Source: an optimization exercise on an open RTL-to-GDS flow (aim: small area, a short achievable clock period and few clock cycles per item). Production flows keep margins and buffers that such runs may drop. Function was not checked in any run shown here: the RTL went through the layout flow alone.

==> flow/design.v (outline; a module is shown in full before it is edited, if it fits) <==
// module cvt_delta_rv: 266 lines
// module cvt_delta_gu: 266 lines
// module cvt_delta_gv: 266 lines
// module cvt_delta_bu: 266 lines
// module cvt_chroma: 24 lines
// module cvt_round24: 25 lines
// module cvt_final_a: 25 lines
// module cvt_final_b: 21 lines
// module cvt_sums: 18 lines
// module cvt_chan: 27 lines
// module cvt_pair: 77 lines
module cvt_pair (
    input  wire        clk,
    input  wire        rst,
    input  wire        in_valid,
    output wire        in_ready,
    input  wire [7:0]  in_y0,
    input  wire [7:0]  in_y1,
    input  wire [7:0]  in_cb_a,
    input  wire [7:0]  in_cr_a,
    input  wire [7:0]  in_cb_b,
    input  wire [7:0]  in_cr_b,
    input  wire        in_interp,
    output wire        out_valid,
    output wire [31:0] out_r0,
    output wire [31:0] out_g0,
    output wire [31:0] out_b0,
    output wire [31:0] out_r1,
    output wire [31:0] out_g1,
    output wire [31:0] out_b1,
    output wire [23:0] out_rgb0_u8,    
    output wire [23:0] out_rgb1_u8
);
  // ...
==> flow/run.sh <==
#!/bin/bash
# synth_recipe.tcl (not shown) runs the flow's synth.tcl, then flattens the netlist and writes it again
# the make line also repeats each setting of config.mk as NAME=value (left out here)
make -C /OpenROAD-flow-scripts/flow DESIGN_CONFIG=/design/flow/config.mk WORK_HOME=/design/flow/orfs CLKGATE_MAP_FILE= SYNTH_SCRIPT=/design/flow/synth_recipe.tcl finish
==> flow/config.mk <==
export PLATFORM = sky130hd
export DESIGN_NAME = cvt_pair
export DESIGN_NICKNAME = cvt_pair
export VERILOG_FILES = /design/flow/design.v
export SDC_FILE = /design/flow/constraint.sdc
export NUM_CORES = 4
export LEC_CHECK = 0
export CAP_MARGIN = 20
export CORE_MARGIN = 2
export CORE_UTILIZATION = 20
export PLACE_DENSITY = 0.35
export SLEW_MARGIN = 20
==> flow/constraint.sdc <==
create_clock -name core_clock -period 17.0 [get_ports {clk}]
set_input_delay 3.4000 -clock core_clock [delete_from_list [all_inputs] [get_ports {clk}]]
set_output_delay 3.4000 -clock core_clock [all_outputs]
set_load 0.01 [all_outputs]
==> impl_summary.txt, run 1 <==
----------------------------------------------------
[Synth]
  Most instantiated library cell after synthesis ... nor2_1

[GRT]
  Initial antenna violation count ... 7
  Pin count of the biggest net entering global routing ... 46

[Setup path]
  Type of element capturing the critical path ... flip-flop
  Critical-path top delay cell ... a2111oi_0
  Sort of element at the start of the critical path ... flip-flop
  Depth of the critical timing path with buffers and inverters included ... 40
  Worst R2R Path Depth ... 40

[Finish]
  Relative area change from synthesis to final layout ... 15.7%
  Proportion of layout cells with a drive suffix above 1 ... 5.73%
  Most frequent standard cell in the layout excluding fill and tap cells ... nor2_1
  Top library cells by usage in the layout, fill and taps aside ... nor2_1, dfxtp_1, ha_1
  Layout buffer count excluding clock buffers ... 375
  Non-clk invs ... 755
  Leading cell kind ... multi-input gates

[STA]
  RSZ-0062 raised after global routing ... false
  Largest clock skew in the final design ... 0.0375 ns
  Final Max Slew Viols ... 0
  Setup slack after layout ... slightly above 6 ns

[Status]
  Result of the run ... no timing/DRC/antenna violations

[Placement]
  Port bufs ... 286
  RePlAce Congestion ... 0.880

[Clocking]
  Worst-skew pair later-pin latency ... 0.86 ns

[Min path]
  Min-Delay Path Depth ... 0

[Routing]
  Routed wire per std cell ... 19.0 microns

[Die]
  Number of top-level pins ... 294

----------------------------------------------------
==> module cvt_pair, before the edit <==
module cvt_pair (
    input  wire        clk,
    input  wire        rst,
    input  wire        in_valid,
    output wire        in_ready,
    input  wire [7:0]  in_y0,
    input  wire [7:0]  in_y1,
    input  wire [7:0]  in_cb_a,
    input  wire [7:0]  in_cr_a,
    input  wire [7:0]  in_cb_b,
    input  wire [7:0]  in_cr_b,
    input  wire        in_interp,
    output wire        out_valid,
    output wire [31:0] out_r0,
    output wire [31:0] out_g0,
    output wire [31:0] out_b0,
    output wire [31:0] out_r1,
    output wire [31:0] out_g1,
    output wire [31:0] out_b1,
    output wire [23:0] out_rgb0_u8,    
    output wire [23:0] out_rgb1_u8
);
    assign in_ready = 1'b1;
    reg [7:0] y0_q, y1_q, cb_a_q, cr_a_q, cb_b_q, cr_b_q;
    reg       interp_q;
    always @(posedge clk) begin
        y0_q     <= in_y0;
        y1_q     <= in_y1;
        cb_a_q   <= in_cb_a;
        cr_a_q   <= in_cr_a;
        cb_b_q   <= in_cb_b;
        cr_b_q   <= in_cr_b;
        interp_q <= in_interp;
    end
    wire [8:0] cb_sum = {1'b0, cb_a_q} + {1'b0, cb_b_q} + 9'd1;
    wire [8:0] cr_sum = {1'b0, cr_a_q} + {1'b0, cr_b_q} + 9'd1;
    wire [7:0] cb = interp_q ? cb_sum[8:1] : cb_a_q;
    wire [7:0] cr = interp_q ? cr_sum[8:1] : cr_a_q;
    wire signed [35:0] prv, pbu, ngu, ngv;
    cvt_chroma chroma (.cb(cb), .cr(cr), .prv(prv), .pbu(pbu), .ngu(ngu), .ngv(ngv));
    reg signed [35:0] prv_q, pbu_q, ngu_q, ngv_q;
    reg [7:0]         y0_s1, y1_s1;
    always @(posedge clk) begin
        prv_q <= prv;
        pbu_q <= pbu;
        ngu_q <= ngu;
        ngv_q <= ngv;
        y0_s1 <= y0_q;
        y1_s1 <= y1_q;
    end
    wire signed [35:0] xr0, xg0, xb0, xr1, xg1, xb1;
    cvt_sums s0 (.y8(y0_s1), .prv(prv_q), .pbu(pbu_q), .ngu(ngu_q), .ngv(ngv_q), .xr(xr0), .xg(xg0), .xb(xb0));
    cvt_sums s1 (.y8(y1_s1), .prv(prv_q), .pbu(pbu_q), .ngu(ngu_q), .ngv(ngv_q), .xr(xr1), .xg(xg1), .xb(xb1));
    reg signed [35:0] xr0_q, xg0_q, xb0_q, xr1_q, xg1_q, xb1_q;
    always @(posedge clk) begin
        xr0_q <= xr0;
        xg0_q <= xg0;
        xb0_q <= xb0;
        xr1_q <= xr1;
        xg1_q <= xg1;
        xb1_q <= xb1;
    end
    cvt_chan ch_r0 (.clk(clk), .x(xr0_q), .f(out_r0), .u(out_rgb0_u8[7:0]));
    cvt_chan ch_g0 (.clk(clk), .x(xg0_q), .f(out_g0), .u(out_rgb0_u8[15:8]));
    cvt_chan ch_b0 (.clk(clk), .x(xb0_q), .f(out_b0), .u(out_rgb0_u8[23:16]));
    cvt_chan ch_r1 (.clk(clk), .x(xr1_q), .f(out_r1), .u(out_rgb1_u8[7:0]));
    cvt_chan ch_g1 (.clk(clk), .x(xg1_q), .f(out_g1), .u(out_rgb1_u8[15:8]));
    cvt_chan ch_b1 (.clk(clk), .x(xb1_q), .f(out_b1), .u(out_rgb1_u8[23:16]));
    reg [4:0] vpipe;
    always @(posedge clk) begin
        if (rst)
            vpipe <= 5'd0;
        else
            vpipe <= {vpipe[3:0], in_valid};
    end
    assign out_valid = vpipe[4];
endmodule
==> run 2: changes to the inputs <==
--- a/flow/design.v
+++ b/flow/design.v
@@ -1063,143 +1063,280 @@
     end
 endmodule
-module cvt_chroma (
-    input  wire [7:0]         cb,
-    input  wire [7:0]         cr,
-    output wire signed [35:0] prv,
-    output wire signed [35:0] pbu,
-    output wire signed [35:0] ngu,
-    output wire signed [35:0] ngv
+module cvt_prod_rv (
+    input  wire [7:0]         c,
+    input  wire signed [7:0]  d,
+    output wire [35:0]        ps,
+    output wire [35:0]        pc
 );
-    wire signed [8:0] su = {~cb[7], ~cb[7], cb[6:0]};
-    wire signed [8:0] sv = {~cr[7], ~cr[7], cr[6:0]};
-    wire signed [7:0] d_rv, d_gu, d_gv, d_bu;
-    cvt_delta_rv t_rv (.c(cr), .d(d_rv));
-    cvt_delta_gu t_gu (.c(cb), .d(d_gu));
-    cvt_delta_gv t_gv (.c(cr), .d(d_gv));
-    cvt_delta_bu t_bu (.c(cb), .d(d_bu));
-    wire signed [33:0] m_rv = sv * 34'sh0091EB85 + d_rv;
-    wire signed [33:0] m_gu = su * 34'sh00CA3D71 + d_gu;
-    wire signed [33:0] m_gv = sv * 34'sh0094BC6A + d_gv;
-    wire signed [33:0] m_bu = su * 34'sh00820C4A + d_bu;
-    assign prv = {m_rv, 2'b00};
-    assign pbu = {m_bu[32:0], 3'b000};
-    assign ngu = -{{2{m_gu[33]}}, m_gu};
-    assign ngv = -{m_gv[34-1], m_gv, 1'b0};
-endmodule
-module cvt_round24 (
-    input  wire signed [35:0] d,
-    output reg  signed [35:0] r
-);
-    wire [35:0] a = d[35] ? ~d : d;
-    reg  [3:0]  sh;
-    reg  [35:0] mask;
-    reg         g, st, lsb;
-    integer i;
-    always @* begin
-        sh = 4'd0;
-        for (i = 24; i < 34; i = i + 1)
-            if (a[i]) sh = i - 23;
-        mask = ~(36'hFFFFFFFFF << sh);
-        g    = 1'b0;
-        lsb  = 1'b0;
-        for (i = 1; i <= 10; i = i + 1)
-            if (sh == i) begin
-                g   = d[i-1];
-                lsb = d[i];
-            end
-        st = |(d & (mask >> 1));
-        r  = (d & ~mask) + ((g & (st | lsb)) ? (36'd1 << sh) : 36'd0);
-    end
+    wire [15:0] hh = 16'd1 << c[7:4];
+    wire [15:0] hl = 16'd1 << c[3:0];
+    wire [35:0] th =
+          ({36{hh[0]}} & 36'hEDC28F400) |
+          ({36{hh[1]}} & 36'hF00A3D540) |
+          ({36{hh[2]}} & 36'hF251EB680) |
+          ({36{hh[3]}} & 36'hF499997C0) |
+          ({36{hh[4]}} & 36'hF6E147900) |
+          ({36{hh[5]}} & 36'hF928F5A40) |
+          ({36{hh[6]}} & 36'hFB70A3B80) |
+          ({36{hh[7]}} & 36'hFDB851CC0) |
+          ({36{hh[8]}} & 36'hFFFFFFE00) |
+          ({36{hh[9]}} & 36'h0247ADF40) |
+          ({36{hh[10]}} & 36'h048F5C080) |
+          ({36{hh[11]}} & 36'h06D70A1C0) |
+          ({36{hh[12]}} & 36'h091EB8300) |
+          ({36{hh[13]}} & 36'h0B6666440) |
+          ({36{hh[14]}} & 36'h0DAE14580) |
+          ({36{hh[15]}} & 36'h0FF5C26C0);
+    wire [35:0] tl =
+          ({36{hl[0]}} & 36'h000000000) |
+          ({36{hl[1]}} & 36'h00247AE14) |
+          ({36{hl[2]}} & 36'h0048F5C28) |
+          ({36{hl[3]}} & 36'h006D70A3C) |
+          ({36{hl[4]}} & 36'h0091EB850) |
+          ({36{hl[5]}} & 36'h00B666664) |
+          ({36{hl[6]}} & 36'h00DAE1478) |
+          ({36{hl[7]}} & 36'h00FF5C28C) |
+          ({36{hl[8]}} & 36'h0123D70A0) |
+          ({36{hl[9]}} & 36'h014851EB4) |
+          ({36{hl[10]}} & 36'h016CCCCC8) |
+          ({36{hl[11]}} & 36'h019147ADC) |
+          ({36{hl[12]}} & 36'h01B5C28F0) |
+          ({36{hl[13]}} & 36'h01DA3D704) |
+          ({36{hl[14]}} & 36'h01FEB8518) |
+          ({36{hl[15]}} & 36'h02233332C);
+    wire [35:0] dd = {28'd0, {~d[7], d[6:0]}} << 2;
+    assign ps = th ^ tl ^ dd;
+    assign pc = {(th[34:0] & tl[34:0]) | (th[34:0] & dd[34:0]) | (tl[34:0] & dd[34:0]), 1'b0};
+endmodule
+module cvt_prod_bu (
+    input  wire [7:0]         c,
+    input  wire signed [7:0]  d,
+    output wire [35:0]        ps,
+    output wire [35:0]        pc
+);
+    wire [15:0] hh = 16'd1 << c[7:4];
+    wire [15:0] hl = 16'd1 << c[3:0];
+    wire [35:0] th =
+          ({36{hh[0]}} & 36'hDF7CED400) |
+          ({36{hh[1]}} & 36'hE38D4F900) |
+          ({36{hh[2]}} & 36'hE79DB1E00) |
+          ({36{hh[3]}} & 36'hEBAE14300) |
+          ({36{hh[4]}} & 36'hEFBE76800) |
+          ({36{hh[5]}} & 36'hF3CED8D00) |
+          ({36{hh[6]}} & 36'hF7DF3B200) |
+          ({36{hh[7]}} & 36'hFBEF9D700) |
+          ({36{hh[8]}} & 36'hFFFFFFC00) |
+          ({36{hh[9]}} & 36'h041062100) |
+          ({36{hh[10]}} & 36'h0820C4600) |
+          ({36{hh[11]}} & 36'h0C3126B00) |
+          ({36{hh[12]}} & 36'h104189000) |
+          ({36{hh[13]}} & 36'h1451EB500) |
+          ({36{hh[14]}} & 36'h18624DA00) |
+          ({36{hh[15]}} & 36'h1C72AFF00);
+    wire [35:0] tl =
+          ({36{hl[0]}} & 36'h000000000) |
+          ({36{hl[1]}} & 36'h004106250) |
+          ({36{hl[2]}} & 36'h00820C4A0) |
+          ({36{hl[3]}} & 36'h00C3126F0) |
+          ({36{hl[4]}} & 36'h010418940) |
+          ({36{hl[5]}} & 36'h01451EB90) |
+          ({36{hl[6]}} & 36'h018624DE0) |
+          ({36{hl[7]}} & 36'h01C72B030) |
+          ({36{hl[8]}} & 36'h020831280) |
+          ({36{hl[9]}} & 36'h0249374D0) |
+          ({36{hl[10]}} & 36'h028A3D720) |
+          ({36{hl[11]}} & 36'h02CB43970) |
+          ({36{hl[12]}} & 36'h030C49BC0) |
+          ({36{hl[13]}} & 36'h034D4FE10) |
+          ({36{hl[14]}} & 36'h038E56060) |
+          ({36{hl[15]}} & 36'h03CF5C2B0);
+    wire [35:0] dd = {28'd0, {~d[7], d[6:0]}} << 3;
+    assign ps = th ^ tl ^ dd;
+    assign pc = {(th[34:0] & tl[34:0]) | (th[34:0] & dd[34:0]) | (tl[34:0] & dd[34:0]), 1'b0};
+endmodule
+module cvt_prod_gu (
+    input  wire [7:0]         c,
+    input  wire signed [7:0]  d,
+    output wire [35:0]        ps,
+    output wire [35:0]        pc
+);
+    wire [15:0] hh = 16'd1 << c[7:4];
+    wire [15:0] hl = 16'd1 << c[3:0];
+    wire [35:0] th =
+          ({36{hh[0]}} & 36'h0651EB801) |
+          ({36{hh[1]}} & 36'h0587AE0F1) |
+          ({36{hh[2]}} & 36'h04BD709E1) |
+          ({36{hh[3]}} & 36'h03F3332D1) |
+          ({36{hh[4]}} & 36'h0328F5BC1) |
+          ({36{hh[5]}} & 36'h025EB84B1) |
+          ({36{hh[6]}} & 36'h01947ADA1) |
+          ({36{hh[7]}} & 36'h00CA3D691) |
+          ({36{hh[8]}} & 36'hFFFFFFF81) |
+          ({36{hh[9]}} & 36'hFF35C2871) |
+          ({36{hh[10]}} & 36'hFE6B85161) |
+          ({36{hh[11]}} & 36'hFDA147A51) |
+          ({36{hh[12]}} & 36'hFCD70A341) |
+          ({36{hh[13]}} & 36'hFC0CCCC31) |
+          ({36{hh[14]}} & 36'hFB428F521) |
+          ({36{hh[15]}} & 36'hFA7851E11);
+    wire [35:0] tl =
+          ({36{hl[0]}} & 36'h000000000) |
+          ({36{hl[1]}} & 36'hFFF35C28F) |
+          ({36{hl[2]}} & 36'hFFE6B851E) |
+          ({36{hl[3]}} & 36'hFFDA147AD) |
+          ({36{hl[4]}} & 36'hFFCD70A3C) |
+          ({36{hl[5]}} & 36'hFFC0CCCCB) |
+          ({36{hl[6]}} & 36'hFFB428F5A) |
+          ({36{hl[7]}} & 36'hFFA7851E9) |
+          ({36{hl[8]}} & 36'hFF9AE1478) |
+          ({36{hl[9]}} & 36'hFF8E3D707) |
+          ({36{hl[10]}} & 36'hFF8199996) |
+          ({36{hl[11]}} & 36'hFF74F5C25) |
+          ({36{hl[12]}} & 36'hFF6851EB4) |
+          ({36{hl[13]}} & 36'hFF5BAE143) |
+          ({36{hl[14]}} & 36'hFF4F0A3D2) |
+          ({36{hl[15]}} & 36'hFF4266661);
+    wire [35:0] dd = {28'd0, ~{~d[7], d[6:0]}} << 0;
+    assign ps = th ^ tl ^ dd;
+    assign pc = {(th[34:0] & tl[34:0]) | (th[34:0] & dd[34:0]) | (tl[34:0] & dd[34:0]), 1'b0};
 endmodule
-module cvt_final_a (
+module cvt_prod_gv (
+    input  wire [7:0]         c,
+    input  wire signed [7:0]  d,
+    output wire [35:0]        ps,
+    output wire [35:0]        pc
+);
+    wire [15:0] hh = 16'd1 << c[7:4];
+    wire [15:0] hl = 16'd1 << c[3:0];
+    wire [35:0] th =
+          ({36{hh[0]}} & 36'h094BC6902) |
+          ({36{hh[1]}} & 36'h08224DBC2) |
+          ({36{hh[2]}} & 36'h06F8D4E82) |
+          ({36{hh[3]}} & 36'h05CF5C142) |
+          ({36{hh[4]}} & 36'h04A5E3402) |
+          ({36{hh[5]}} & 36'h037C6A6C2) |
+          ({36{hh[6]}} & 36'h0252F1982) |
+          ({36{hh[7]}} & 36'h012978C42) |
+          ({36{hh[8]}} & 36'hFFFFFFF02) |
+          ({36{hh[9]}} & 36'hFED6871C2) |
+          ({36{hh[10]}} & 36'hFDAD0E482) |
+          ({36{hh[11]}} & 36'hFC8395742) |
+          ({36{hh[12]}} & 36'hFB5A1CA02) |
+          ({36{hh[13]}} & 36'hFA30A3CC2) |
+          ({36{hh[14]}} & 36'hF9072AF82) |
+          ({36{hh[15]}} & 36'hF7DDB2242);
+    wire [35:0] tl =
+          ({36{hl[0]}} & 36'h000000000) |
+          ({36{hl[1]}} & 36'hFFED6872C) |
+          ({36{hl[2]}} & 36'hFFDAD0E58) |
+          ({36{hl[3]}} & 36'hFFC839584) |
+          ({36{hl[4]}} & 36'hFFB5A1CB0) |
+          ({36{hl[5]}} & 36'hFFA30A3DC) |
+          ({36{hl[6]}} & 36'hFF9072B08) |
+          ({36{hl[7]}} & 36'hFF7DDB234) |
+          ({36{hl[8]}} & 36'hFF6B43960) |
+          ({36{hl[9]}} & 36'hFF58AC08C) |
+          ({36{hl[10]}} & 36'hFF46147B8) |
+          ({36{hl[11]}} & 36'hFF337CEE4) |
+          ({36{hl[12]}} & 36'hFF20E5610) |
+          ({36{hl[13]}} & 36'hFF0E4DD3C) |
+          ({36{hl[14]}} & 36'hFEFBB6468) |
+          ({36{hl[15]}} & 36'hFEE91EB94);
+    wire [35:0] dd = {28'd0, ~{~d[7], d[6:0]}} << 1;
+    assign ps = th ^ tl ^ dd;
+    assign pc = {(th[34:0] & tl[34:0]) | (th[34:0] & dd[34:0]) | (tl[34:0] & dd[34:0]), 1'b0};
+endmodule
+module cvt_g_err (
+    input  wire [7:0]         y8,
+    input  wire signed [35:0] ngu,
+    output wire [11:0]        w
+);
+    wire [11:0] dh = {3'b000, y8, 1'b0} + ngu[35:24];   
+    wire [9:0]  a  = dh[11] ? ~dh[9:0] : dh[9:0];        
+    wire [10:0] m;
+    genvar i;
+    generate
+        for (i = 0; i < 10; i = i + 1) begin : msk
+            assign m[i] = |a[9:i];
+        end
+    endgenerate
+    assign m[10] = 1'b0;
+    wire [10:0] top = m & ~{1'b0, m[10:1]};              
+    wire [10:0] nxt = {top[9:0], 1'b0};                  
+    wire        g   = |(top & ngu[10:0]);
+    wire        lsb = |(nxt & ngu[10:0]);
+    wire        st  = |({1'b0, m[10:1]} & ngu[10:0]);
+    wire        up  = g & (st | lsb);
+    assign w = {up, (m & ~ngu[10:0]) | (~m & {11{~up}})};
+endmodule
+module cvt_lzc (
     input  wire signed [35:0] x,
-    output wire               low,
-    output wire               high,
-    output wire [23:0]        m,
-    output wire [5:0]         ex       
+    output wire               low,      
+    output wire               high,     
+    output reg  [5:0]         lz        
 );
     assign low  = x[35] || (x == 36'd0);
     assign high = !x[35] && (x[34:33] != 2'b00);
-    wire [32:0] v = x[32:0];
-    reg  [5:0]  lz;
     integer i;
     always @* begin
         lz = 6'd0;
         for (i = 0; i < 33; i = i + 1)
-            if (v[i]) lz = 6'd32 - i;
+            if (x[i]) lz = 6'd32 - i;
     end
-    wire [32:0] n   = v << lz;
-    wire [23:0] mn  = n[32:9];
-    wire        inc = n[8] & ((|n[7:0]) | mn[0]);
-    wire [24:0] mr  = {1'b0, mn} + {24'd0, inc};
-    wire        c1  = mr[24];
-    assign m  = c1 ? 24'h800000 : mr[23:0];
-    assign ex = 6'd32 - lz + {5'd0, c1};
 endmodule
-module cvt_final_b (
+module cvt_norm (
+    input  wire [32:0] v,
+    input  wire [5:0]  lz,
+    output wire [23:0] mn,
+    output wire        inc1,
+    output wire [5:0]  ex         
+);
+    wire [32:0] n = v << lz;
+    assign mn   = n[32:9];
+    assign inc1 = n[8] & ((|n[7:0]) | n[9]);
+    assign ex   = 6'd32 - lz;
+endmodule
+module cvt_out_pre (
+    input  wire [23:0] mn,
+    input  wire        inc1,
+    output wire        mode,      
+    output wire        mode_n,    
+    output wire        r8,        
+    output wire        r7         
+);
+    assign mode = (mn > 24'h808080) || (inc1 && mn == 24'h808080);
+    wire [7:0] r   = mn[7:0];
+    wire       nz7 = |r[6:0];
+    wire       nz6 = |r[5:0];
+    wire       z8  = mn[0] ^ mn[8] ^ (~inc1 & (nz7 | r[7]));
+    wire       z7  = inc1 ? ~r[7] : (r[7] ^ nz7);
+    wire       z6  = inc1 ? ~r[6] : (r[6] ^ nz6);
+    wire       s7  = inc1 ? ~&r[6:0] : nz7;      
+    wire       s6  = inc1 ? ~&r[5:0] : nz6;      
+    assign r8     = mode & z7 & (s7 | z8);
+    assign r7     = ~mode & z6 & (s6 | z7);
+    assign mode_n = ~mode;
+endmodule
+module cvt_out (
     input  wire        low,
     input  wire        high,
-    input  wire [23:0] m,
+    input  wire [23:0] mn,
+    input  wire        inc1,
     input  wire [5:0]  ex,
-    output wire [31:0] f,
+    input  wire        mode,
+    input  wire        mode_n,
+    input  wire        r8,
+    input  wire        r7,
+    output wire [30:0] f,         
     output wire [7:0]  u
 );
-    wire [31:0] z   = {m, 8'd0} - {8'd0, m};
-    wire [23:0] q   = z[31] ? z[31:8] : z[30:7];
-    wire        g2  = z[31] ? z[7] : z[6];
-    wire        s2  = z[31] ? (|z[6:0]) : (|z[5:0]);
-    wire [24:0] zr  = {1'b0, q} + {24'd0, g2 & (s2 | q[0])};
-    wire        c2  = zr[24];
-    wire [22:0] fr  = c2 ? 23'd0 : zr[22:0];
-    wire [7:0]  e   = 8'd101 + {2'b00, ex} + {7'd0, z[31]} + {7'd0, c2};
-    wire [7:0]  ipart = {1'b1, fr[22:16]} >> (8'd134 - e);
-    wire        ge1   = e >= 8'd127;
-    assign f = low ? 32'd0 : high ? 32'h437F0000 : {1'b0, e, fr};
-    assign u = low ? 8'd0  : high ? 8'd255 : (ge1 ? ipart : 8'd0);
-endmodule
-module cvt_sums (
-    input  wire [7:0]         y8,
-    input  wire signed [35:0] prv,
-    input  wire signed [35:0] pbu,
-    input  wire signed [35:0] ngu,
-    input  wire signed [35:0] ngv,
-    output wire signed [35:0] xr,
-    output wire signed [35:0] xg,
-    output wire signed [35:0] xb
-);
-    wire signed [35:0] yf = {3'b000, y8, 25'd0};
-    assign xr = yf + prv;
-    assign xb = yf + pbu;
-    wire signed [35:0] d1 = yf + ngu;
-    wire signed [35:0] g1;
-    cvt_round24 rnd_g1 (.d(d1), .r(g1));
-    assign xg = g1 + ngv;
-endmodule
-module cvt_chan (
-    input  wire               clk,
-    input  wire signed [35:0] x,
-    output reg  [31:0]        f,
-    output reg  [7:0]         u
-);
-    wire        low, high;
-    wire [23:0] m;
-    wire [5:0]  ex;
-    cvt_final_a fa (.x(x), .low(low), .high(high), .m(m), .ex(ex));
-    reg         low_q, high_q;
-    reg  [23:0] m_q;
-    reg  [5:0]  ex_q;
-    always @(posedge clk) begin
-        low_q  <= low;
-        high_q <= high;
-        m_q    <= m;
-        ex_q   <= ex;
-    end
-    wire [31:0] f_d;
-    wire [7:0]  u_d;
-    cvt_final_b fb (.low(low_q), .high(high_q), .m(m_q), .ex(ex_q), .f(f_d), .u(u_d));
-    always @(posedge clk) begin
-        f <= f_d;
-        u <= u_d;
-    end
+    wire [31:0] zp   = {mn, {8{inc1}}} - {8'd0, mn} + {23'd0, r8, r7, 7'd0};
+    wire [22:0] fr   = {mode ? zp[30:20] : zp[29:19], mode_n ? zp[18:7] : zp[19:8]};
+    wire [7:0]  e0   = 8'd101 + {2'b00, ex};
+    wire [7:0]  e1   = 8'd102 + {2'b00, ex};
+    wire [7:0]  e    = zp[31] ? e1 : e0;
+    wire [7:0]  ipart = (ex >= 6'd25) ? (zp[31:24] >> (6'd32 - ex)) : 8'd0;
+    assign f = low ? 31'd0 : high ? 31'h437F0000 : {e, fr};
+    assign u = low ? 8'd0  : high ? 8'd255 : ipart;
 endmodule
 module cvt_pair (
@@ -1226,56 +1363,182 @@
 );
     assign in_ready = 1'b1;
-    reg [7:0] y0_q, y1_q, cb_a_q, cr_a_q, cb_b_q, cr_b_q;
-    reg       interp_q;
+    wire [8:0] cb_sum = {1'b0, in_cb_a} + {1'b0, in_cb_b} + 9'd1;
+    wire [8:0] cr_sum = {1'b0, in_cr_a} + {1'b0, in_cr_b} + 9'd1;
+    reg  [7:0] y0_q, y1_q, cb, cr;
     always @(posedge clk) begin
-        y0_q     <= in_y0;
-        y1_q     <= in_y1;
-        cb_a_q   <= in_cb_a;
-        cr_a_q   <= in_cr_a;
-        cb_b_q   <= in_cb_b;
-        cr_b_q   <= in_cr_b;
-        interp_q <= in_interp;
-    end
-    wire [8:0] cb_sum = {1'b0, cb_a_q} + {1'b0, cb_b_q} + 9'd1;
-    wire [8:0] cr_sum = {1'b0, cr_a_q} + {1'b0, cr_b_q} + 9'd1;
-    wire [7:0] cb = interp_q ? cb_sum[8:1] : cb_a_q;
-    wire [7:0] cr = interp_q ? cr_sum[8:1] : cr_a_q;
-    wire signed [35:0] prv, pbu, ngu, ngv;
-    cvt_chroma chroma (.cb(cb), .cr(cr), .prv(prv), .pbu(pbu), .ngu(ngu), .ngv(ngv));
-    reg signed [35:0] prv_q, pbu_q, ngu_q, ngv_q;
-    reg [7:0]         y0_s1, y1_s1;
-    always @(posedge clk) begin
-        prv_q <= prv;
-        pbu_q <= pbu;
-        ngu_q <= ngu;
-        ngv_q <= ngv;
-        y0_s1 <= y0_q;
-        y1_s1 <= y1_q;
-    end
-    wire signed [35:0] xr0, xg0, xb0, xr1, xg1, xb1;
-    cvt_sums s0 (.y8(y0_s1), .prv(prv_q), .pbu(pbu_q), .ngu(ngu_q), .ngv(ngv_q), .xr(xr0), .xg(xg0), .xb(xb0));
-    cvt_sums s1 (.y8(y1_s1), .prv(prv_q), .pbu(pbu_q), .ngu(ngu_q), .ngv(ngv_q), .xr(xr1), .xg(xg1), .xb(xb1));
-    reg signed [35:0] xr0_q, xg0_q, xb0_q, xr1_q, xg1_q, xb1_q;
-    always @(posedge clk) begin
-        xr0_q <= xr0;
-        xg0_q <= xg0;
-        xb0_q <= xb0;
-        xr1_q <= xr1;
-        xg1_q <= xg1;
-        xb1_q <= xb1;
-    end
-    cvt_chan ch_r0 (.clk(clk), .x(xr0_q), .f(out_r0), .u(out_rgb0_u8[7:0]));
-    cvt_chan ch_g0 (.clk(clk), .x(xg0_q), .f(out_g0), .u(out_rgb0_u8[15:8]));
-    cvt_chan ch_b0 (.clk(clk), .x(xb0_q), .f(out_b0), .u(out_rgb0_u8[23:16]));
-    cvt_chan ch_r1 (.clk(clk), .x(xr1_q), .f(out_r1), .u(out_rgb1_u8[7:0]));
-    cvt_chan ch_g1 (.clk(clk), .x(xg1_q), .f(out_g1), .u(out_rgb1_u8[15:8]));
-    cvt_chan ch_b1 (.clk(clk), .x(xb1_q), .f(out_b1), .u(out_rgb1_u8[23:16]));
-    reg [4:0] vpipe;
+        y0_q <= in_y0;
+        y1_q <= in_y1;
+        cb   <= in_interp ? cb_sum[8:1] : in_cb_a;
+        cr   <= in_interp ? cr_sum[8:1] : in_cr_a;
+    end
+    wire signed [7:0] d_rv, d_gu, d_gv, d_bu;
+    cvt_delta_rv t_rv (.c(cr), .d(d_rv));
+    cvt_delta_gu t_gu (.c(cb), .d(d_gu));
+    cvt_delta_gv t_gv (.c(cr), .d(d_gv));
+    cvt_delta_bu t_bu (.c(cb), .d(d_bu));
+    reg [7:0]        y0_1, y1_1, cb_1, cr_1;
+    reg signed [7:0] d_rv_1, d_gu_1, d_gv_1, d_bu_1;
+    always @(posedge clk) begin
+        y0_1   <= y0_q;
+        y1_1   <= y1_q;
+        cb_1   <= cb;
+        cr_1   <= cr;
+        d_rv_1 <= d_rv;
+        d_gu_1 <= d_gu;
+        d_gv_1 <= d_gv;
+        d_bu_1 <= d_bu;
+    end
+    wire [35:0] prv_s, prv_c, pbu_s, pbu_c, ngu_s, ngu_c, ngv_s, ngv_c;
+    cvt_prod_rv p_rv (.c(cr_1), .d(d_rv_1), .ps(prv_s), .pc(prv_c));
+    cvt_prod_bu p_bu (.c(cb_1), .d(d_bu_1), .ps(pbu_s), .pc(pbu_c));
+    cvt_prod_gu p_gu (.c(cb_1), .d(d_gu_1), .ps(ngu_s), .pc(ngu_c));
+    cvt_prod_gv p_gv (.c(cr_1), .d(d_gv_1), .ps(ngv_s), .pc(ngv_c));
+    wire [35:0] ngu = ngu_s + ngu_c;
+    wire [35:0] k_s = ngu_s ^ ngu_c ^ ngv_s;
+    wire [35:0] k_c = {(ngu_s[34:0] & ngu_c[34:0]) | (ngu_s[34:0] & ngv_s[34:0]) | (ngu_c[34:0] & ngv_s[34:0]), 1'b0};
+    wire [35:0] nuv_k = 36'hFFFFFF801;    
+    wire [35:0] l_s = k_s ^ k_c ^ ngv_c;
+    wire [35:0] l_c = {(k_s[34:0] & k_c[34:0]) | (k_s[34:0] & ngv_c[34:0]) | (k_c[34:0] & ngv_c[34:0]), 1'b0};
+    wire [35:0] nuv_s = l_s ^ l_c ^ nuv_k;
+    wire [35:0] nuv_c = {(l_s[34:0] & l_c[34:0]) | (l_s[34:0] & nuv_k[34:0]) | (l_c[34:0] & nuv_k[34:0]), 1'b0};
+    reg [7:0]  y0_2, y1_2;
+    reg [35:0] prv_s2, prv_c2, pbu_s2, pbu_c2, ngu_2, nuv_s2, nuv_c2;
+    always @(posedge clk) begin
+        y0_2   <= y0_1;
+        y1_2   <= y1_1;
+        prv_s2 <= prv_s;
+        prv_c2 <= prv_c;
+        pbu_s2 <= pbu_s;
+        pbu_c2 <= pbu_c;
+        ngu_2  <= ngu;
+        nuv_s2 <= nuv_s;
+        nuv_c2 <= nuv_c;
+    end
+    wire [35:0] yf0_2 = {3'b000, y0_2, 25'd0};
+    wire [35:0] yf1_2 = {3'b000, y1_2, 25'd0};
+    wire [11:0] w0, w1;
+    cvt_g_err ge0 (.y8(y0_2), .ngu(ngu_2), .w(w0));
+    cvt_g_err ge1 (.y8(y1_2), .ngu(ngu_2), .w(w1));
+    wire [35:0] t0 = yf0_2 + nuv_s2 + nuv_c2;
+    wire [35:0] t1 = yf1_2 + nuv_s2 + nuv_c2;
+    reg [7:0]  y0_3, y1_3;
+    reg [35:0] prv_3, pbu_3, t0_3, t1_3;
+    reg [11:0] w0_3, w1_3;
+    always @(posedge clk) begin
+        y0_3  <= y0_2;
+        y1_3  <= y1_2;
+        prv_3 <= prv_s2 + prv_c2;
+        pbu_3 <= pbu_s2 + pbu_c2;
+        t0_3  <= t0;
+        t1_3  <= t1;
+        w0_3  <= w0;
+        w1_3  <= w1;
+    end
+    wire [35:0] yf0 = {3'b000, y0_3, 25'd0};
+    wire [35:0] yf1 = {3'b000, y1_3, 25'd0};
+    wire [35:0] xr0 = yf0 + prv_3;
+    wire [35:0] xb0 = yf0 + pbu_3;
+    wire [35:0] xg0 = t0_3 + {24'd0, w0_3};
+    wire [35:0] xr1 = yf1 + prv_3;
+    wire [35:0] xb1 = yf1 + pbu_3;
+    wire [35:0] xg1 = t1_3 + {24'd0, w1_3};
+    wire       lo_r0, hi_r0, lo_g0, hi_g0, lo_b0, hi_b0, lo_r1, hi_r1, lo_g1, hi_g1, lo_b1, hi_b1;
+    wire [5:0] lz_r0, lz_g0, lz_b0, lz_r1, lz_g1, lz_b1;
+    cvt_lzc lzc_r0 (.x(xr0), .low(lo_r0), .high(hi_r0), .lz(lz_r0));
+    cvt_lzc lzc_g0 (.x(xg0), .low(lo_g0), .high(hi_g0), .lz(lz_g0));
+    cvt_lzc lzc_b0 (.x(xb0), .low(lo_b0), .high(hi_b0), .lz(lz_b0));
+    cvt_lzc lzc_r1 (.x(xr1), .low(lo_r1), .high(hi_r1), .lz(lz_r1));
+    cvt_lzc lzc_g1 (.x(xg1), .low(lo_g1), .high(hi_g1), .lz(lz_g1));
+    cvt_lzc lzc_b1 (.x(xb1), .low(lo_b1), .high(hi_b1), .lz(lz_b1));
+    reg [32:0] vr0_4, vg0_4, vb0_4, vr1_4, vg1_4, vb1_4;
+    reg        lo_r0_4, hi_r0_4, lo_g0_4, hi_g0_4, lo_b0_4, hi_b0_4;
+    reg        lo_r1_4, hi_r1_4, lo_g1_4, hi_g1_4, lo_b1_4, hi_b1_4;
+    reg [5:0]  lz_r0_4, lz_g0_4, lz_b0_4, lz_r1_4, lz_g1_4, lz_b1_4;
+    always @(posedge clk) begin
+        vr0_4   <= xr0[32:0];
+        vg0_4   <= xg0[32:0];
+        vb0_4   <= xb0[32:0];
+        vr1_4   <= xr1[32:0];
+        vg1_4   <= xg1[32:0];
+        vb1_4   <= xb1[32:0];
+        lo_r0_4 <= lo_r0;
+        hi_r0_4 <= hi_r0;
+        lo_g0_4 <= lo_g0;
+        hi_g0_4 <= hi_g0;
+        lo_b0_4 <= lo_b0;
+        hi_b0_4 <= hi_b0;
+        lo_r1_4 <= lo_r1;
+        hi_r1_4 <= hi_r1;
+        lo_g1_4 <= lo_g1;
+        hi_g1_4 <= hi_g1;
+        lo_b1_4 <= lo_b1;
+        hi_b1_4 <= hi_b1;
+        lz_r0_4 <= lz_r0;
+        lz_g0_4 <= lz_g0;
+        lz_b0_4 <= lz_b0;
+        lz_r1_4 <= lz_r1;
+        lz_g1_4 <= lz_g1;
+        lz_b1_4 <= lz_b1;
+    end
+    wire [23:0] mn_r0, mn_g0, mn_b0, mn_r1, mn_g1, mn_b1;
+    wire        i1_r0, i1_g0, i1_b0, i1_r1, i1_g1, i1_b1;
+    wire [5:0]  ex_r0, ex_g0, ex_b0, ex_r1, ex_g1, ex_b1;
+    cvt_norm nm_r0 (.v(vr0_4), .lz(lz_r0_4), .mn(mn_r0), .inc1(i1_r0), .ex(ex_r0));
+    cvt_norm nm_g0 (.v(vg0_4), .lz(lz_g0_4), .mn(mn_g0), .inc1(i1_g0), .ex(ex_g0));
+    cvt_norm nm_b0 (.v(vb0_4), .lz(lz_b0_4), .mn(mn_b0), .inc1(i1_b0), .ex(ex_b0));
+    cvt_norm nm_r1 (.v(vr1_4), .lz(lz_r1_4), .mn(mn_r1), .inc1(i1_r1), .ex(ex_r1));
+    cvt_norm nm_g1 (.v(vg1_4), .lz(lz_g1_4), .mn(mn_g1), .inc1(i1_g1), .ex(ex_g1));
+    cvt_norm nm_b1 (.v(vb1_4), .lz(lz_b1_4), .mn(mn_b1), .inc1(i1_b1), .ex(ex_b1));
+    wire md_r0, md_g0, md_b0, md_r1, md_g1, md_b1;
+    wire mdn_r0, mdn_g0, mdn_b0, mdn_r1, mdn_g1, mdn_b1;
+    wire r8_r0, r8_g0, r8_b0, r8_r1, r8_g1, r8_b1;
+    wire r7_r0, r7_g0, r7_b0, r7_r1, r7_g1, r7_b1;
+    cvt_out_pre op_r0 (.mn(mn_r0), .inc1(i1_r0), .mode(md_r0), .mode_n(mdn_r0), .r8(r8_r0), .r7(r7_r0));
+    cvt_out_pre op_g0 (.mn(mn_g0), .inc1(i1_g0), .mode(md_g0), .mode_n(mdn_g0), .r8(r8_g0), .r7(r7_g0));
+    cvt_out_pre op_b0 (.mn(mn_b0), .inc1(i1_b0), .mode(md_b0), .mode_n(mdn_b0), .r8(r8_b0), .r7(r7_b0));
+    cvt_out_pre op_r1 (.mn(mn_r1), .inc1(i1_r1), .mode(md_r1), .mode_n(mdn_r1), .r8(r8_r1), .r7(r7_r1));
+    cvt_out_pre op_g1 (.mn(mn_g1), .inc1(i1_g1), .mode(md_g1), .mode_n(mdn_g1), .r8(r8_g1), .r7(r7_g1));
+    cvt_out_pre op_b1 (.mn(mn_b1), .inc1(i1_b1), .mode(md_b1), .mode_n(mdn_b1), .r8(r8_b1), .r7(r7_b1));
+    reg [37*6-1:0] c_5;
+    always @(posedge clk)
+        c_5 <= {md_b1, mdn_b1, r8_b1, r7_b1, lo_b1_4, hi_b1_4, i1_b1, ex_b1, mn_b1,
+                md_g1, mdn_g1, r8_g1, r7_g1, lo_g1_4, hi_g1_4,   i1_g1, ex_g1, mn_g1,
+                md_r1, mdn_r1, r8_r1, r7_r1, lo_r1_4, hi_r1_4, i1_r1, ex_r1, mn_r1,
+                md_b0, mdn_b0, r8_b0, r7_b0, lo_b0_4, hi_b0_4, i1_b0, ex_b0, mn_b0,
+                md_g0, mdn_g0, r8_g0, r7_g0, lo_g0_4, hi_g0_4,   i1_g0, ex_g0, mn_g0,
+                md_r0, mdn_r0, r8_r0, r7_r0, lo_r0_4, hi_r0_4, i1_r0, ex_r0, mn_r0};
+    wire [31*6-1:0] f;
+    wire [8*6-1:0]  u;
+    genvar k;
+    generate
+        for (k = 0; k < 6; k = k + 1) begin : ch
+            cvt_out o (.mode(c_5[37*k+36]), .mode_n(c_5[37*k+35]),
+                .r8(c_5[37*k+34]), .r7(c_5[37*k+33]),
+                .low(c_5[37*k+32]), .high(c_5[37*k+31]), .inc1(c_5[37*k+30]),
+                .ex(c_5[37*k+24 +: 6]), .mn(c_5[37*k +: 24]),
+                .f(f[31*k +: 31]), .u(u[8*k +: 8]));
+        end
+    endgenerate
+    reg [31*6-1:0] f_6;
+    reg [8*6-1:0]  u_6;
+    always @(posedge clk) begin
+        f_6 <= f;
+        u_6 <= u;
+    end
+    assign out_r0 = {1'b0, f_6[31*0 +: 31]};
+    assign out_g0 = {1'b0, f_6[31*1 +: 31]};
+    assign out_b0 = {1'b0, f_6[31*2 +: 31]};
+    assign out_r1 = {1'b0, f_6[31*3 +: 31]};
+    assign out_g1 = {1'b0, f_6[31*4 +: 31]};
+    assign out_b1 = {1'b0, f_6[31*5 +: 31]};
+    assign out_rgb0_u8 = u_6[23:0];
+    assign out_rgb1_u8 = u_6[47:24];
+    reg [6:0] vpipe;
     always @(posedge clk) begin
         if (rst)
-            vpipe <= 5'd0;
+            vpipe <= 7'd0;
         else
-            vpipe <= {vpipe[3:0], in_valid};
+            vpipe <= {vpipe[5:0], in_valid};
     end
-    assign out_valid = vpipe[4];
+    assign out_valid = vpipe[6];
 endmodule
--- a/flow/config.mk
+++ b/flow/config.mk
@@ -8,5 +8,5 @@
 export CAP_MARGIN = 20
 export CORE_MARGIN = 2
-export CORE_UTILIZATION = 20
-export PLACE_DENSITY = 0.35
+export CORE_UTILIZATION = 50
+export PLACE_DENSITY = 0.6
 export SLEW_MARGIN = 20
==> impl_summary.txt, run 2 <==
----------------------------------------------------
[Setup path]
  Type of element capturing the critical path ... flip-flop
  Sort of element at the start of the critical path ... flip-flop
  Worst reg2reg setup slack ... 11.76 ns
  Crit path max fanout ... 26
  Worst R2R Path Depth ... 18 (-55%)
  Type of the worst setup path ... reg -> reg
  Worst path arrival time ... slightly below 6 ns
  Origin of the critical flop-to-flop path ... cb_1[7]
  Required arrival time at the worst endpoint ... 17.65 ns
  Beginning of the critical path ... cb_1[7]
  Reg-to-reg critical path endpoint ... ngu_2[35]
  Setup crit end ... ngu_2[35]

[GRT]
  Initial antenna violation count ... 1 (-6)
  Pin count of the biggest net entering global routing ... 51 (+11%)
  Remaining global-route overflow ... 0
  GRT Resource Usage Total ... 27.4%
  Via count of the first global-routing pass ... approximately 60000
  Global-route wire length before repair ... about 330000 microns

[Finish]
  Filler-free cell count of the finished design ... 10800
  Number of flip-flops in the largest register ... 222
  Register ranked first by flip-flop count ... c_5
  Number of nets in the layout ... 9658
  Count of filler cells inserted in the layout ... 13600
  Proportion of layout cells with a drive suffix above 1 ... 6.32% (+0.59 points)
  Top Registers ... c_5 x222, f_6 x186, u_6 x48
  Relative area change from synthesis to final layout ... 11.4%
  Fin util ... 55.9%
  Final non-filler cell area ... 82300 sq um
  Top library cells by usage in the layout, fill and taps aside ... dfxtp_1, nor2_1, ha_1
  Most frequent standard cell in the layout excluding fill and tap cells ... dfxtp_1

[Synth]
  Yosys warning count ... 6
  Seq/Total Area, Yosys ... between 20% and 30%
  Average footprint of a synthesized cell ... between 8 and 9 sq um
  Post-synthesis cell type count ... 101
  Async S/R FF share, synth ... 0%
  Most instantiated library cell after synthesis ... dfxtp_1
  Most frequently used flop master after synthesis ... dfxtp_1
  Cell taking the most area after synthesis ... dfxtp_1
  Top cells by area, synth ... dfxtp_1, ha_1, a21oi_1, nor2_1, xnor2_1
  Instance count of the mapped netlist ... just under 9000
  Most instantiated cells after synthesis ... dfxtp_1, nor2_1, ha_1, inv_1, nand2_1
  Area of the mapped netlist ... 73800 sq um
  Area fraction of the dominant cell type after synthesis ... 30.0%
  Post-synth EDFFs ... 0
  Yosys reg bits ... approximately 1100

[STA]
  Final setup viols ... 0
  Final worst-path cycle share ... just over 30%
  Largest clock skew in the final design ... 0.0597 ns (+0.0222 ns)
  Worst hold margin ... roughly 0.32 ns
  F_max ... 0.191 GHz
  Clock period minus worst slack ... 5.24 ns
  Worst-Margin Slew ... 1.07 ns
  Number of endpoints with negative hold slack in the final report ... 0
  Final Max Slew Viols ... 0 (unchanged)
  Worst-case headroom to the max-slew limit ... approximately 28%
  RSZ-0062 raised after global routing ... false
  Summed negative setup slack over all endpoints ... 0 ns

[Die]
  Width of the die ... 388 microns
  Core Region ... 147000 sq um
  Initial Utilization ... 50.2%
  Std cell rows ... around 140
  Die H ... between 300 and 400 microns
  Number of top-level pins ... 294 (unchanged)
  Die Outline Area ... 151000 sq um

[Run]
  Maxcap violations ... 0

[Placement]
  RePlAce Congestion ... 1.02 (+16%)
  Count of placed standard cells including taps ... about 11000
  Post-place instance area ... 77900 sq um
  DPL Wire Length ... 172000 microns
  Port bufs ... 286 (unchanged)

[Routing]
  Sum of routed wire length over all layers ... 213000 microns
  Initial DRC count ... between 4000 and 5000
  Overall via count from detail_route ... approximately 62000
  Remaining DRCs ... 0
  Post-detailed-route via-to-cell ratio ... 5.75
  Routed wire per std cell ... 19.7 microns (+3.5%)
  Number of antenna-violating nets in the routed design ... 0
  First drt pass iteration count ... 7

[Min path]
  Worst Hold Class ... reg -> reg

[Clocking]
  CTS sink cnt ... 1106
  Worst-skew pair later-pin latency ... 0.76 ns (-0.10 ns)
  Clock tree from TritonCTS ... done
  Post-CTS Resized ... 0
  Maximum number of buffers from clock root to sink ... 3
  Hold-fix buffers at CTS ... 0
  Clock slew at reported path FFs ... 0.06 ns
  H-tree levels ... 3
  Number of buffers inserted during clock tree synthesis ... 121
  Number of setup buffers added after CTS ... 0
  Root buffer selected by CTS ... clkbuf_16

[Status]
  Result of the run ... no timing/DRC/antenna violations

----------------------------------------------------
run 2: changes by cell type after synthesis, moves of 73 or more:
cell	delta
a21oi_1	-91
dfxtp_1	+314
mux4_2	+76
nand3_1	-188
nor2_1	-176
nor3_1	-113
o211ai_1	-73
o21ai_0	-86
xnor2_1	-215
xor2_1	-101
run 2: layout make-up:
cell class	instances	area [sq um]	area share [%]
repair buffers	330	3200	3.89
well taps	1930	2410	2.93
diodes	2	5.00	0.00608
multi-input cells	6469	47400	57.7
clock inverters	60	866	1.05
flip-flops and latches	1106	22100	26.9
clock buffers	165	3450	4.20
inverters	734	2760	3.35
run 2: worst min-delay path by stage:
stage,startpoint,to,cells past startpoint
final,lo_b0_4,c_5[106],0
after global routing,lo_b0_4,c_5[106],0
after CTS,lo_b0_4,c_5[106],0
after detailed placement,lo_b0_4,c_5[106],0
after global placement,hi_b0_4,c_5[105],0
after floorplan,hi_b0_4,c_5[105],0
run 2: cells by family after synthesis:
logic type / Yosys count / share of synthesized area, %
and+or+nand+nor: 2515 / 16.0
AOI/OAI and AO/OA: 2197 / 19.3
buffers and inverters: 1118 / 5.83
DFF: 1106 / 30.0
adders and majority gates: 844 / 15.5
xor gates and xnor gates: 453 / 5.39
muxes: 450 / 8.02
other: 2 / 0.0102
run 2: per-layer routing:
metal  part of all wire, %  vias up  global-route usage (%)
met1                    46    29100                    38.0
met4                   3.4        2                    9.28
met5                0.0056        -                       0
met2                    45     1701                    44.1
met3                   5.3      292                    3.27
li1                      -    31000                       -
run 2: critical path, stage by stage, from the launching register on:
cell and delay, ns:
dfxtp_1 0.89, clkinv_1 0.49, nand2_1 0.19, nor2_1 0.08
a31oi_1 0.15, nor2b_1 0.18, ha_1 0.26, ha_1 0.31
a21o_1 0.16, a21o_1 0.21, a2111oi_0 0.56, nand2_1 0.11
o2111ai_1 0.16, nor2_1 0.09, a211oi_1 0.38, nor3_1 0.14
o31ai_1 0.34, a21oi_1 0.16, o31ai_1 0.24
run 2: stage by stage:
step | setup WS, ns
final | 11.76
after global routing | 11.30
after CTS | 11.78
after detailed placement | 11.19
after global placement | 11.18
after floorplan | 11.76
==> run 3: changes to the inputs <==
--- a/flow/design.v
+++ b/flow/design.v
@@ -1302,6 +1302,5 @@
     output wire        mode,      
     output wire        mode_n,    
-    output wire        r8,        
-    output wire        r7         
+    output wire [1:0]  k          
 );
     assign mode = (mn > 24'h808080) || (inc1 && mn == 24'h808080);
@@ -1314,6 +1313,8 @@
     wire       s7  = inc1 ? ~&r[6:0] : nz7;      
     wire       s6  = inc1 ? ~&r[5:0] : nz6;      
-    assign r8     = mode & z7 & (s7 | z8);
-    assign r7     = ~mode & z6 & (s6 | z7);
+    wire       r8  = mode & z7 & (s7 | z8);      
+    wire       r7  = ~mode & z6 & (s6 | z7);     
+    wire       b7  = ~inc1 & nz7;                
+    assign k      = {r8 | (r7 & ~b7), ~b7 ^ r7};
     assign mode_n = ~mode;
 endmodule
@@ -1326,10 +1327,10 @@
     input  wire        mode,
     input  wire        mode_n,
-    input  wire        r8,
-    input  wire        r7,
+    input  wire [1:0]  k,
     output wire [30:0] f,         
     output wire [7:0]  u
 );
-    wire [31:0] zp   = {mn, {8{inc1}}} - {8'd0, mn} + {23'd0, r8, r7, 7'd0};
+    wire [24:0] zh   = {mn, inc1} + {8'hFF, ~mn[23:7]} + {23'd0, k};
+    wire [31:0] zp   = {zh, 7'd0};
     wire [22:0] fr   = {mode ? zp[30:20] : zp[29:19], mode_n ? zp[18:7] : zp[19:8]};
     wire [7:0]  e0   = 8'd101 + {2'b00, ex};
@@ -1492,20 +1493,19 @@
     wire md_r0, md_g0, md_b0, md_r1, md_g1, md_b1;
     wire mdn_r0, mdn_g0, mdn_b0, mdn_r1, mdn_g1, mdn_b1;
-    wire r8_r0, r8_g0, r8_b0, r8_r1, r8_g1, r8_b1;
-    wire r7_r0, r7_g0, r7_b0, r7_r1, r7_g1, r7_b1;
-    cvt_out_pre op_r0 (.mn(mn_r0), .inc1(i1_r0), .mode(md_r0), .mode_n(mdn_r0), .r8(r8_r0), .r7(r7_r0));
-    cvt_out_pre op_g0 (.mn(mn_g0), .inc1(i1_g0), .mode(md_g0), .mode_n(mdn_g0), .r8(r8_g0), .r7(r7_g0));
-    cvt_out_pre op_b0 (.mn(mn_b0), .inc1(i1_b0), .mode(md_b0), .mode_n(mdn_b0), .r8(r8_b0), .r7(r7_b0));
-    cvt_out_pre op_r1 (.mn(mn_r1), .inc1(i1_r1), .mode(md_r1), .mode_n(mdn_r1), .r8(r8_r1), .r7(r7_r1));
-    cvt_out_pre op_g1 (.mn(mn_g1), .inc1(i1_g1), .mode(md_g1), .mode_n(mdn_g1), .r8(r8_g1), .r7(r7_g1));
-    cvt_out_pre op_b1 (.mn(mn_b1), .inc1(i1_b1), .mode(md_b1), .mode_n(mdn_b1), .r8(r8_b1), .r7(r7_b1));
+    wire [1:0] k_r0, k_g0, k_b0, k_r1, k_g1, k_b1;
+    cvt_out_pre op_r0 (.mn(mn_r0), .inc1(i1_r0), .mode(md_r0), .mode_n(mdn_r0), .k(k_r0));
+    cvt_out_pre op_g0 (.mn(mn_g0), .inc1(i1_g0), .mode(md_g0), .mode_n(mdn_g0), .k(k_g0));
+    cvt_out_pre op_b0 (.mn(mn_b0), .inc1(i1_b0), .mode(md_b0), .mode_n(mdn_b0), .k(k_b0));
+    cvt_out_pre op_r1 (.mn(mn_r1), .inc1(i1_r1), .mode(md_r1), .mode_n(mdn_r1), .k(k_r1));
+    cvt_out_pre op_g1 (.mn(mn_g1), .inc1(i1_g1), .mode(md_g1), .mode_n(mdn_g1), .k(k_g1));
+    cvt_out_pre op_b1 (.mn(mn_b1), .inc1(i1_b1), .mode(md_b1), .mode_n(mdn_b1), .k(k_b1));
     reg [37*6-1:0] c_5;
     always @(posedge clk)
-        c_5 <= {md_b1, mdn_b1, r8_b1, r7_b1, lo_b1_4, hi_b1_4, i1_b1, ex_b1, mn_b1,
-                md_g1, mdn_g1, r8_g1, r7_g1, lo_g1_4, hi_g1_4,   i1_g1, ex_g1, mn_g1,
-                md_r1, mdn_r1, r8_r1, r7_r1, lo_r1_4, hi_r1_4, i1_r1, ex_r1, mn_r1,
-                md_b0, mdn_b0, r8_b0, r7_b0, lo_b0_4, hi_b0_4, i1_b0, ex_b0, mn_b0,
-                md_g0, mdn_g0, r8_g0, r7_g0, lo_g0_4, hi_g0_4,   i1_g0, ex_g0, mn_g0,
-                md_r0, mdn_r0, r8_r0, r7_r0, lo_r0_4, hi_r0_4, i1_r0, ex_r0, mn_r0};
+        c_5 <= {md_b1, mdn_b1, k_b1, lo_b1_4, hi_b1_4, i1_b1, ex_b1, mn_b1,
+                md_g1, mdn_g1, k_g1, lo_g1_4, hi_g1_4,   i1_g1, ex_g1, mn_g1,
+                md_r1, mdn_r1, k_r1, lo_r1_4, hi_r1_4, i1_r1, ex_r1, mn_r1,
+                md_b0, mdn_b0, k_b0, lo_b0_4, hi_b0_4, i1_b0, ex_b0, mn_b0,
+                md_g0, mdn_g0, k_g0, lo_g0_4, hi_g0_4,   i1_g0, ex_g0, mn_g0,
+                md_r0, mdn_r0, k_r0, lo_r0_4, hi_r0_4, i1_r0, ex_r0, mn_r0};
     wire [31*6-1:0] f;
     wire [8*6-1:0]  u;
@@ -1514,5 +1514,5 @@
         for (k = 0; k < 6; k = k + 1) begin : ch
             cvt_out o (.mode(c_5[37*k+36]), .mode_n(c_5[37*k+35]),
-                .r8(c_5[37*k+34]), .r7(c_5[37*k+33]),
+                .k(c_5[37*k+33 +: 2]),
                 .low(c_5[37*k+32]), .high(c_5[37*k+31]), .inc1(c_5[37*k+30]),
                 .ex(c_5[37*k+24 +: 6]), .mn(c_5[37*k +: 24]),
--- a/flow/config.mk
+++ b/flow/config.mk
@@ -8,5 +8,7 @@
 export CAP_MARGIN = 20
 export CORE_MARGIN = 2
-export CORE_UTILIZATION = 50
-export PLACE_DENSITY = 0.6
+export CORE_UTILIZATION = 60
+export CTS_BUF_LIST = sky130_fd_sc_hd__clkbuf_8
+export CTS_CLUSTER_SIZE = 40
+export PLACE_DENSITY = 0.7
 export SLEW_MARGIN = 20
==> impl_summary.txt, run 3 <==
----------------------------------------------------
[Finish]
  Fin util ... 67.3% (+11 points)
  Relative area change from synthesis to final layout ... 11.0%
  Number of flip-flops in the largest register ... 222 (unchanged)
  Filler-free cell count of the finished design ... 10100 (-6.6%)
  Top Registers ... c_5 x222, f_6 x186, u_6 x48
  Top library cells by usage in the layout, fill and taps aside ... dfxtp_1, nor2_1, ha_1
  Register ranked first by flip-flop count ... c_5
  Proportion of layout cells with a drive suffix above 1 ... 8.06% (+1.7 points)
  Final non-filler cell area ... 79700 sq um (-3.2%)
  Most frequent standard cell in the layout excluding fill and tap cells ... dfxtp_1
  Number of nets in the layout ... 9167 (-5.1%)

[STA]
  F_max ... 0.192 GHz (+0.60%)
  Final setup viols ... 0 (unchanged)
  RSZ-0062 raised after global routing ... false
  Final Max Slew Viols ... 0 (unchanged)
  Largest clock skew in the final design ... 0.0380 ns (-0.0216 ns)
  Number of endpoints with negative hold slack in the final report ... 0 (unchanged)
  Worst-Margin Slew ... 1.11 ns (+0.0440 ns)
  Clock period minus worst slack ... 5.21 ns (-0.0314 ns)
  Final worst-path cycle share ... 30.6% (-0.18 points)
  Worst-case headroom to the max-slew limit ... 25.0% (-3.2 points)
  Summed negative setup slack over all endpoints ... 0 ns (unchanged)

[GRT]
  Initial antenna violation count ... 4 (+3)
  Remaining global-route overflow ... 0 (unchanged)
  Pin count of the biggest net entering global routing ... 44 (-14%)
  Via count of the first global-routing pass ... 56900 (-3.1%)
  GRT Resource Usage Total ... 29.6% (+2.2 points)
  Global-route wire length before repair ... 297000 microns (-11%)

[Routing]
  Initial DRC count ... 4795 (+2.0%)
  Post-detailed-route via-to-cell ratio ... 5.94 (+3.2%)
  Number of antenna-violating nets in the routed design ... 0 (unchanged)
  First drt pass iteration count ... 6 (-1)
  Sum of routed wire length over all layers ... 185000 microns (-13%)
  Routed wire per std cell ... 18.3 microns (-7.1%)
  Overall via count from detail_route ... 59900 (-3.6%)
  Remaining DRCs ... 0 (unchanged)

[Synth]
  Async S/R FF share, synth ... 0% (unchanged)
  Average footprint of a synthesized cell ... 8.78 sq um (+3.2%)
  Seq/Total Area, Yosys ... 30.9% (+0.87 points)
  Post-synthesis cell type count ... 106 (+5.0%)
  Area of the mapped netlist ... 71800 sq um (-2.8%)
  Post-synth EDFFs ... 0 (unchanged)
  Cell taking the most area after synthesis ... dfxtp_1
  Most instantiated library cell after synthesis ... dfxtp_1
  Most instantiated cells after synthesis ... dfxtp_1, nor2_1, ha_1, inv_1, a21oi_1
  Instance count of the mapped netlist ... 8175 (-5.9%)
  Yosys warning count ... 6 (unchanged)
  Top cells by area, synth ... dfxtp_1, ha_1, mux4_2, mux2i_1, a21oi_1
  Area fraction of the dominant cell type after synthesis ... 30.9% (+0.87 points)
  Yosys reg bits ... 1106 (unchanged)
  Most frequently used flop master after synthesis ... dfxtp_1

[Die]
  Std cell rows ... 126 (-11%)
  Number of top-level pins ... 294 (unchanged)
  Die Outline Area ... 122000 sq um (-19%)
  Core Region ... 118000 sq um (-20%)
  Width of the die ... 350 microns (-9.9%)
  Initial Utilization ... 60.6% (+10 points)
  Die H ... 350 microns (-9.9%)

[Setup path]
  Crit path max fanout ... 1 (-96%)
  Worst reg2reg setup slack ... 12.16 ns (+0.40 ns)
  Worst path top cell family by delay ... buffers and inverters
  Worst R2R Path Depth ... 15 (-3)
  Required arrival time at the worst endpoint ... 13.60 ns (-4.05 ns)
  Reg-to-reg critical path endpoint ... ngu_2[33]
  Worst path max stage delay ... 0.59 ns (-0.30 ns)
  Beginning of the critical path ... f_6[52]
  Critical-path top delay cell ... clkdlybuf4s50_1
  Buf/Inv on CP ... 1 (unchanged)
  Worst path arrival time ... 1.81 ns (-4.08 ns)
  Type of element capturing the critical path ... output pin
  Type of the worst setup path ... reg -> out
  Origin of the critical flop-to-flop path ... cb_1[6]
  Sort of element at the start of the critical path ... flip-flop
  Crit-path cells ... clkdlybuf4s50_1

[Clocking]
  Post-CTS Resized ... 0 (unchanged)
  Clock slew at reported path FFs ... 0.06 ns (about the same)
  Hold-fix buffers at CTS ... 0 (unchanged)
  Number of setup buffers added after CTS ... 0 (unchanged)
  Worst-skew pair later-pin latency ... 0.90 ns (+0.14 ns)
  CTS sink cnt ... 1106 (unchanged)
  Maximum number of buffers from clock root to sink ... 3 (unchanged)
  Root buffer selected by CTS ... clkbuf_8
  Number of buffers inserted during clock tree synthesis ... 181 (+50%)
  Clock tree from TritonCTS ... done
  H-tree levels ... 4 (+1)

[Run]
  Maxcap violations ... 0 (unchanged)

[Placement]
  Port bufs ... 286 (unchanged)
  Count of placed standard cells including taps ... 9748 (-7.8%)
  RePlAce Congestion ... 0.979 (-4.0%)
  DPL Wire Length ... 145000 microns (-15%)
  Post-place instance area ... 75500 sq um (-3.1%)

[Min path]
  Worst Hold Class ... reg -> reg
  Endpoint with the worst hold slack ... y1_1[7]
  Min-Delay Path Depth ... 0 (unchanged)
  Hold Path Origin ... y1_q[7]

[Status]
  Result of the run ... no timing/DRC/antenna violations

----------------------------------------------------
-- run 3: cell type report --
class	instances	area, sq um
Clock buffer	214	2950
Multi-Input combinational cell	6090	45900
Tap cell	1600	2000
Fill cell	9915	38700
Antenna cell	4	10.0
Inverter	628	2360
Sequential cell	1106	22100
Clock inverter	120	1190
Timing Repair Buffer	324	3150
-- run 3: kinds of logic after synthesis --
logic type | after synthesis | share of synthesized area (%)
compound gates | 1953 | 17.5
xor+xnor | 445 | 5.43
fa+ha+maj | 784 | 15.0
buf+inv | 987 | 5.30
flops | 1106 | 30.9
mux | 559 | 10.5
other cells | 2 | 0.0105
simple gates | 2339 | 15.4
-- run 3: per-layer routing --
layer	share of wire [%]	wire [microns]	track usage (%)	vias to the layer above
met5	0	0	0	-
met4	3.0	5470	9.47	0
met3	5.4	9990	4.12	334
met2	47	86000	49.6	1820
met1	45	83400	39.4	28300
li1	-	-	-	29400
-- run 3: worst max-delay path by stage --
stage | end | slack, ns | cells after the start
after floorplan | cb[5] | 11.74 | 8
after global placement | cb[7] | 11.19 | 10
after detailed placement | cb[7] | 11.20 | 10
after CTS | out_g0[21] | 11.72 | 1
after global routing | out_g0[21] | 11.72 | 1
final | out_g0[21] | 11.79 | 1
-- run 3: per-stage QoR --
stage	hold WS (ns)	setup slack, ns
final	0.313	11.79
after global routing	0.297	11.72
after CTS	0.299	11.72
after detailed placement	0.312	11.20
after global placement	0.311	11.19
after floorplan	0.310	11.74

-- afterwards: timing with drivers on the ports --
The flow's constraints put no driver on any port. The routed layouts listed below were extracted and timed again, unchanged, in two steps. Step 1, drivers: a clkbuf_16 drives clk and a buf_2 each remaining input, both assumed. Step 2 adds t to the input delays and takes it off the output delays; t is the mean of the earliest and latest rising clock arrival at the registers after step 1. Input paths then give back, and output paths get back, about the clock's delay inside the block. a / b / c = ideal / step 1 / step 2; a / b = the first two.
run | shift t [ns] | setup WS [ns] | slew at the worst register clock pin (ns) | worst slew at a driven data input, ns
run 1 | 0.939 | 6.045 / 6.045 / 6.045 | 0.07 / 0.07 | 0.12
run 2 | 0.812 | 11.763 / 11.763 / 11.192 | 0.07 / 0.07 | 0.10
run 3 | 0.956 | 11.795 / 11.722 / 11.180 | 0.07 / 0.07 | 0.06
After both steps every run listed still meets setup and hold. The setup slack of run 3, which loses most, moves by -0.073 ns with the drivers and by -0.615 ns with both steps.
